Background: an optimization exercise with open tools, aiming at small area. Do not read the settings as production practice. Where RTL was checked, it was by simulation tests only, not by an equivalence proof against the original. No driver is modelled on the clock port, so clocking that relies on it looks cheaper here than on a real chip. Power is estimated from default activity; no workload was simulated.

== v6 ==
==> flow/design.v (excerpt) <==
module onewire_slave (
    input  wire        clk,
    input  wire        rst_n,
    input  wire        dq_in,
    input  wire [63:0] rom_id,
    input  wire [7:0]  mem_rdata,
    input  wire        op_done,
    input  wire        isig_clr,
    output reg         dq_pd,
    output wire [4:0]  mem_addr,
    output wire        mem_rd,
    output wire        mem_we,
    output wire [7:0]  mem_wdata,
    output wire        op_req,
    output wire [7:0]  op_code,
    output reg         bus_reset,
    output reg  [7:0]  isig_cnt
);
clock: 10.0 ns
lec_check: 0
cap_margin: 20
core_margin: 2
core_utilization: 40
cts_buf_list: sky130_fd_sc_hd__clkbuf_8
slew_margin: 20
run.sh (not shown) runs the stock make flow with config.mk's settings and CLKGATE_MAP_FILE= SYNTH_SCRIPT=/design/flow/synth_recipe.tcl, a recipe that flattens the netlist after the stock synthesis.
#### Input delta (v7 over v6)
==> flow/flow/run.sh (new file) <==
#!/bin/bash
# Standard ORFS layout (the standard.sh), with the port buffers made of
# the smallest buffer cell and clock-tree synthesis without dummy loads.
set -euo pipefail
bash standard.sh \
  "BUFFER_PORTS_ARGS=-buffer_cell sky130_fd_sc_hd__buf_1" \
  "CTS_ARGS=-sink_clustering_enable -repair_clock_nets -dont_use_dummy_load -buf_list sky130_fd_sc_hd__clkbuf_8" \
  finish > standard_flow.log 2>&1
==> flow/standard.sh (new file) <==
#!/bin/bash
# synth_recipe.tcl (not shown) runs the flow's synth.tcl, then flattens the netlist and writes it again
# the make line also repeats each setting of config.mk as NAME=value (left out here)
make -C /OpenROAD-flow-scripts/flow DESIGN_CONFIG=/design/flow/config.mk WORK_HOME=/design/flow/orfs CLKGATE_MAP_FILE= SYNTH_SCRIPT=/design/flow/synth_recipe.tcl "${@:-finish}"
removed: flow/run.sh
Notes after the runs:
v7 ran to completion and came out clean on the timing, DRC and antenna checks. The higher growth of design area from synthesis to finish came out of v6. v7 vs. v6: post-route worst hold slack went down by 0.0066 ns. On worst path arrival time: between v7 and v6, it ends up lower for v7. v6 has a lower length of routed met2 wiring than v7. Layout cell share with drive strength beyond 1 of v6 is on par with v7. v6 -> v7: number of non-clock buffers increased by a few percent. On wire length, v7 does better than v6.

========
onewire_slave, a different RTL version from the one above (not shown whole).
Size: roughly 490 cells after synthesis, about 110 I/O pins.
Settings: LEC_CHECK=0, CAP_MARGIN=20, CORE_MARGIN=2, CORE_UTILIZATION=40, SLEW_MARGIN=20; clock period 10.0 ns.
standard.sh (not shown) runs the stock make flow with config.mk's settings and CLKGATE_MAP_FILE= SYNTH_SCRIPT=/design/flow/synth_recipe.tcl, a recipe that flattens the netlist after the stock synthesis.
==> flow/flow/run.sh <==
#!/bin/bash
# Standard ORFS layout (the standard.sh) with these changes:
#  - synthesis maps the logic with ABC's area-oriented script in
#    flow/abc_area.script (deep AIG optimisation, then area mapping); the
#    flip-flops are mapped before ABC runs, exactly as in the standard flow
#  - the port buffers are the smallest buffer cell
#  - clock-tree synthesis uses no dummy loads, and flow/cts_shrink.tcl then
#    sizes the leaf clock buffers that drive few flip-flops down to
#    clkbuf_4, and the root buffer too, where the clock-pin slews stay
#    well inside the limit
# Each tool's full output is in standard_flow.log and in ORFS's own logs
# under orfs/logs.
set -euo pipefail
rm -rf scripts_area
cp -r "$FLOW_HOME/scripts" scripts_area
cp flow/abc_area.script scripts_area/abc_area.script
bash standard.sh \
  "SCRIPTS_DIR=$PWD/scripts_area" \
  "ABC_AREA=1" \
  "BUFFER_PORTS_ARGS=-buffer_cell sky130_fd_sc_hd__buf_1" \
  "CTS_ARGS=-sink_clustering_enable -repair_clock_nets -dont_use_dummy_load -buf_list sky130_fd_sc_hd__clkbuf_8" \
  "POST_CTS_TCL=$PWD/flow/cts_shrink.tcl" \
  finish > standard_flow.log 2>&1
==> flow/flow/abc_area.script <==
strash
&get -n
&fraig -x
&deepsyn -I 1 -J 50
&put
dch -f
amap -F 4 -A 4
strash
dch -f
amap -F 4 -A 4
==> flow/flow/cts_shrink.tcl <==
proc cts_leaf_slew { inst } {
  set worst 0.0
  set onet [[$inst findITerm X] getNet]
  foreach it [$onet getITerms] {
    if { [[$it getInst] getId] == [$inst getId] } { continue }
    set pin [get_pins [[$it getInst] getName]/[[$it getMTerm] getName]]
    foreach prop {slew_max_rise slew_max_fall} {
      set s [get_property $pin $prop]
      if { $s > $worst } { set worst $s }
    }
  }
  return $worst
}
proc cts_leaf_sinks { inst } {
  set n 0
  set onet [[$inst findITerm X] getNet]
  foreach it [$onet getITerms] {
    if { [[$it getInst] getId] != [$inst getId] } { incr n }
  }
  return $n
}
set cts_block [ord::get_db_block]
foreach inst [$cts_block getInsts] {
  set name [$inst getName]
  if { ![string match "clkbuf_*__f_clk" $name] } { continue }
  set orig [[$inst getMaster] getName]
  if { $orig ne "sky130_fd_sc_hd__clkbuf_8" } { continue }
  set n [cts_leaf_sinks $inst]
  if { $n > 10 } { continue }
  replace_cell $name sky130_fd_sc_hd__clkbuf_4
  estimate_parasitics -placement
  set w [cts_leaf_slew $inst]
  if { $w > 0.110 } {
    replace_cell $name $orig
    estimate_parasitics -placement
  }
  puts "cts_shrink: $name ($n sinks) -> [[$inst getMaster] getName], estimated slew [format %.3f $w] ns"
}
set cts_root [$cts_block findInst clkbuf_0_clk]
if { $cts_root != "NULL" && [[$cts_root getMaster] getName] eq "sky130_fd_sc_hd__clkbuf_8" } {
  replace_cell clkbuf_0_clk sky130_fd_sc_hd__clkbuf_4
  estimate_parasitics -placement
  set w 0.0
  foreach inst [$cts_block getInsts] {
    if { [string match "clkbuf_*__f_clk" [$inst getName]] } {
      set s [cts_leaf_slew $inst]
      if { $s > $w } { set w $s }
    }
  }
  if { $w > 0.110 } {
    replace_cell clkbuf_0_clk sky130_fd_sc_hd__clkbuf_8
    estimate_parasitics -placement
  }
  puts "cts_shrink: clkbuf_0_clk -> [[$cts_root getMaster] getName], worst estimated slew [format %.3f $w] ns"
}
detailed_placement
estimate_parasitics -placement
The baseline completed without violations.
==> next run, changes <==
--- a/flow/flow/run.sh
+++ b/flow/flow/run.sh
@@ -2 +2 @@
-# Standard ORFS layout (the standard.sh) with these changes:
+# Standard ORFS layout (the standard.sh) with three changes:
@@ -7,6 +7 @@
-#  - clock-tree synthesis uses no dummy loads, and flow/cts_shrink.tcl then
-#    sizes the leaf clock buffers that drive few flip-flops down to
-#    clkbuf_4, and the root buffer too, where the clock-pin slews stay
-#    well inside the limit
-# Each tool's full output is in standard_flow.log and in ORFS's own logs
-# under orfs/logs.
+#  - clock-tree synthesis uses clkbuf_8 and no dummy loads
@@ -22 +16,0 @@
-  "POST_CTS_TCL=$PWD/flow/cts_shrink.tcl" \
==> flow/flow/abc_area.script (replaced) <==
strash
&get -n
&fraig -x
&deepsyn -I 1 -J 50
&put
dch -f
amap
removed: flow/flow/cts_shrink.tcl
Area after synthesis is higher by about 1.7%.
Clock power is higher by 38%.
Clock skew stays flat.
Power is higher by about 3.5%.
Wire length is higher by about 1.5%.
Worst hold slack is about the same.
Global-route usage is lower by 0.32 points.
Cell area is higher by about 2.6%.

========
onewire_slave, a different RTL version from the one above (not shown whole).
For scale: ~580 cells after synthesis, about 66 flip-flops.
Settings: LEC_CHECK=0, CAP_MARGIN=20, CORE_MARGIN=2, CORE_UTILIZATION=40, SLEW_MARGIN=20; clock period 10.0 ns.
run.sh (not shown) runs the stock make flow with config.mk's settings and CLKGATE_MAP_FILE= SYNTH_SCRIPT=/design/flow/synth_recipe.tcl, a recipe that flattens the netlist after the stock synthesis.
Stock flow here: none of the scripts above is used.
Rerun with:
Settings changed: CTS_BUF_LIST set to sky130_fd_sc_hd__clkbuf_8.
Non-clock buffer count is unchanged. Global-route usage hardly moves. Sequential power hardly moves. Setup slack improved by 8.9 ps.
No functional check of the RTL was part of any run of this note.

========
onewire_slave with an RTL version that a note above also has.
For scale: about 490 cells after synthesis, ~62 flip-flops, about 110 I/O pins, roughly 3700 um^2 of cells after synthesis.
export LEC_CHECK = 0
export CAP_MARGIN = 20
export CORE_MARGIN = 2
export CORE_UTILIZATION = 40
export SLEW_MARGIN = 20
create_clock -name core_clock -period 10.0 [get_ports {clk}]
standard.sh (not shown) runs the stock make flow with config.mk's settings and CLKGATE_MAP_FILE= SYNTH_SCRIPT=/design/flow/synth_recipe.tcl, a recipe that flattens the netlist after the stock synthesis.
==> flow/flow/run.sh <==
#!/bin/bash
# Standard ORFS layout (the standard.sh) with these changes:
#  - synthesis maps the logic with ABC's area-oriented script in
#    flow/abc_area.script (deep AIG optimisation, then area mapping); the
#    flip-flops are mapped before ABC runs, exactly as in the standard flow
#  - the port buffers are the smallest buffer cell
#  - clock-tree synthesis uses no dummy loads, and flow/cts_shrink.tcl then
#    sizes the leaf clock buffers that drive few flip-flops down to
#    clkbuf_4 where the clock-pin slews stay well inside the limit
# Each tool's full output is in standard_flow.log and in ORFS's own logs
# under orfs/logs.
set -euo pipefail
rm -rf scripts_area
cp -r "$FLOW_HOME/scripts" scripts_area
cp flow/abc_area.script scripts_area/abc_area.script
bash standard.sh \
  "SCRIPTS_DIR=$PWD/scripts_area" \
  "ABC_AREA=1" \
  "BUFFER_PORTS_ARGS=-buffer_cell sky130_fd_sc_hd__buf_1" \
  "CTS_ARGS=-sink_clustering_enable -repair_clock_nets -dont_use_dummy_load -buf_list sky130_fd_sc_hd__clkbuf_8" \
  "POST_CTS_TCL=$PWD/flow/cts_shrink.tcl" \
  finish > standard_flow.log 2>&1
==> flow/flow/abc_area.script <==
strash
&get -n
&fraig -x
&deepsyn -I 1 -J 50
&put
dch -f
amap -F 4 -A 4
strash
dch -f
amap -F 4 -A 4
==> flow/flow/cts_shrink.tcl <==
proc cts_leaf_slew { inst } {
  set worst 0.0
  set onet [[$inst findITerm X] getNet]
  foreach it [$onet getITerms] {
    if { [[$it getInst] getId] == [$inst getId] } { continue }
    set pin [get_pins [[$it getInst] getName]/[[$it getMTerm] getName]]
    foreach prop {slew_max_rise slew_max_fall} {
      set s [get_property $pin $prop]
      if { $s > $worst } { set worst $s }
    }
  }
  return $worst
}
proc cts_leaf_sinks { inst } {
  set n 0
  set onet [[$inst findITerm X] getNet]
  foreach it [$onet getITerms] {
    if { [[$it getInst] getId] != [$inst getId] } { incr n }
  }
  return $n
}
set cts_block [ord::get_db_block]
foreach inst [$cts_block getInsts] {
  set name [$inst getName]
  if { ![string match "clkbuf_*__f_clk" $name] } { continue }
  set orig [[$inst getMaster] getName]
  if { $orig ne "sky130_fd_sc_hd__clkbuf_8" } { continue }
  set n [cts_leaf_sinks $inst]
  if { $n > 10 } { continue }
  replace_cell $name sky130_fd_sc_hd__clkbuf_4
  estimate_parasitics -placement
  set w [cts_leaf_slew $inst]
  if { $w > 0.110 } {
    replace_cell $name $orig
    estimate_parasitics -placement
  }
  puts "cts_shrink: $name ($n sinks) -> [[$inst getMaster] getName], estimated slew [format %.3f $w] ns"
}
detailed_placement
estimate_parasitics -placement
The starting point ran to the end with no violations.
Change:
==> flow/flow/run.sh (replaced) <==
#!/bin/bash
# Standard ORFS layout (the standard.sh) with three changes:
#  - synthesis maps the logic with ABC's area-oriented script in
#    flow/abc_area.script (deep AIG optimisation, then area mapping); the
#    flip-flops are mapped before ABC runs, exactly as in the standard flow
#  - the port buffers are the smallest buffer cell
#  - clock-tree synthesis uses clkbuf_8 and no dummy loads
set -euo pipefail
rm -rf scripts_area
cp -r "$FLOW_HOME/scripts" scripts_area
cp flow/abc_area.script scripts_area/abc_area.script
bash standard.sh \
  "SCRIPTS_DIR=$PWD/scripts_area" \
  "ABC_AREA=1" \
  "BUFFER_PORTS_ARGS=-buffer_cell sky130_fd_sc_hd__buf_1" \
  "CTS_ARGS=-sink_clustering_enable -repair_clock_nets -dont_use_dummy_load -root_buf sky130_fd_sc_hd__clkbuf_8 -buf_list sky130_fd_sc_hd__clkbuf_4" \
  finish > standard_flow.log 2>&1
==> flow/flow/abc_area.script (replaced) <==
strash
&get -n
&fraig -x
&deepsyn -I 1 -J 50
&put
dch -f
amap
removed: flow/flow/cts_shrink.tcl
Utilization rises by 0.68 points. Setup slack is better by 0.31 ns. Critical path depth shrinks by 2. Area after synthesis came out higher by 1.7%. Fmax came out higher by 4.7%. Cell count went up by 2.8%. First-iteration DRC count came out lower by 13%. Cell area is higher by 2.4%. Combinational power decreases by about 5%.
Change:
--- a/flow/flow/run.sh
+++ b/flow/flow/run.sh
@@ -15,3 +15,3 @@
   "BUFFER_PORTS_ARGS=-buffer_cell sky130_fd_sc_hd__buf_1" \
-  "CTS_ARGS=-sink_clustering_enable -repair_clock_nets -dont_use_dummy_load -root_buf sky130_fd_sc_hd__clkbuf_8 -buf_list sky130_fd_sc_hd__clkbuf_4" \
+  "CTS_ARGS=-sink_clustering_enable -repair_clock_nets -dont_use_dummy_load -buf_list sky130_fd_sc_hd__clkbuf_8 -sink_buffer_max_cap_derate 1.0" \
   finish > standard_flow.log 2>&1
What happened:
- The changed run finished with timing, DRC and antenna clean
- critical path depth does not change
- core utilization does not change
- cell area stays the same
Change:
--- a/flow/flow/run.sh
+++ b/flow/flow/run.sh
@@ -6,3 +6,4 @@
 #  - the port buffers are the smallest buffer cell
-#  - clock-tree synthesis uses clkbuf_8 and no dummy loads
+#  - clock-tree synthesis uses a clkbuf_8 root, clkbuf_2 leaves and no
+#    dummy loads
 set -euo pipefail
@@ -15,3 +16,3 @@
   "BUFFER_PORTS_ARGS=-buffer_cell sky130_fd_sc_hd__buf_1" \
-  "CTS_ARGS=-sink_clustering_enable -repair_clock_nets -dont_use_dummy_load -buf_list sky130_fd_sc_hd__clkbuf_8 -sink_buffer_max_cap_derate 1.0" \
+  "CTS_ARGS=-sink_clustering_enable -dont_use_dummy_load -root_buf sky130_fd_sc_hd__clkbuf_8 -buf_list sky130_fd_sc_hd__clkbuf_2" \
   finish > standard_flow.log 2>&1
==> flow/flow/abc_area.script (replaced) <==
strash
&get -n
&fraig -x
&deepsyn -I 1 -J 50
&put
dch -f
amap -F 4 -A 4
strash
dch -f
amap -F 4 -A 4
Effect: Routed wire length drops slightly. Register-to-register slack improved by 0.06 ns. Cell count falls by a few percent. Via count goes down by a few percent. Fmax is lower by a few percent. Power goes up slightly. Cell area falls slightly. Utilization shrinks by 0.20 points.
Change:
--- a/flow/flow/run.sh
+++ b/flow/flow/run.sh
@@ -6,4 +6,3 @@
 #  - the port buffers are the smallest buffer cell
-#  - clock-tree synthesis uses a clkbuf_8 root, clkbuf_2 leaves and no
-#    dummy loads
+#  - clock-tree synthesis uses clkbuf_8 and no dummy loads
 set -euo pipefail
@@ -16,3 +15,3 @@
   "BUFFER_PORTS_ARGS=-buffer_cell sky130_fd_sc_hd__buf_1" \
-  "CTS_ARGS=-sink_clustering_enable -dont_use_dummy_load -root_buf sky130_fd_sc_hd__clkbuf_8 -buf_list sky130_fd_sc_hd__clkbuf_2" \
+  "CTS_ARGS=-sink_clustering_enable -repair_clock_nets -dont_use_dummy_load -root_buf sky130_fd_sc_hd__clkbuf_8 -buf_list sky130_fd_sc_hd__clkbuf_2" \
   finish > standard_flow.log 2>&1
==> flow/flow/abc_area.script (replaced) <==
strash
&get -n
&fraig -x
&deepsyn -I 1 -J 50
&put
dch -f
amap
Effect: Wire length grows slightly; setup slack gains 0.31 ns; maximum frequency grows by a few percent; area after synthesis grows slightly; sequential cell count is unchanged; sequential power is about the same; power shrinks slightly; sequential share of layout area shrinks by 0.46 points; global-route usage shrinks by 0.38 points; via count grows by a few percent; die area grows slightly.

port drivers added, routing unchanged:
Ports are ideal in the flow. The routed layouts listed here were re-timed in OpenROAD.
Step 1, drivers: a clkbuf_16 drives clk and a buf_2 each remaining input, both assumed.
Step 2 moves the port delays by t, midway between the first and last clock arrival at a register: inputs arrive t later, outputs are due t later. That takes back most of the time a late clock gives input paths.
Three values: ideal ports, drivers, drivers and shift; two values: the first two.
run | shift t [ns] | setup slack, ns | worst data-port slew with drivers (ns)
v6 | 0.379 | 2.831 / 2.809 / 2.809 | 0.05
v7 | 0.383 | 3.659 / 3.639 / 3.639 | 0.04
the first run of note 2 | 0.418 | 3.245 / 3.216 / 3.216 | 0.04
the second run of note 2 | 0.366 | 3.546 / 3.517 / 3.517 | 0.05
the first run of note 3 | 0.378 | 2.633 / 2.612 / 2.612 | 0.04
the second run of note 3 | 0.396 | 2.642 / 2.621 / 2.621 | 0.05
the first run of note 4 | 0.359 | 3.240 / 3.211 / 3.211 | 0.04
the second run of note 4 | 0.366 | 3.546 / 3.517 / 3.517 | 0.05
the third run of note 4 | 0.366 | 3.546 / 3.517 / 3.517 | 0.05
the fourth run of note 4 | 0.361 | 3.238 / 3.209 / 3.209 | 0.04
the fifth run of note 4 | 0.366 | 3.546 / 3.517 / 3.517 | 0.05
After both steps setup and hold are still met in every run listed.
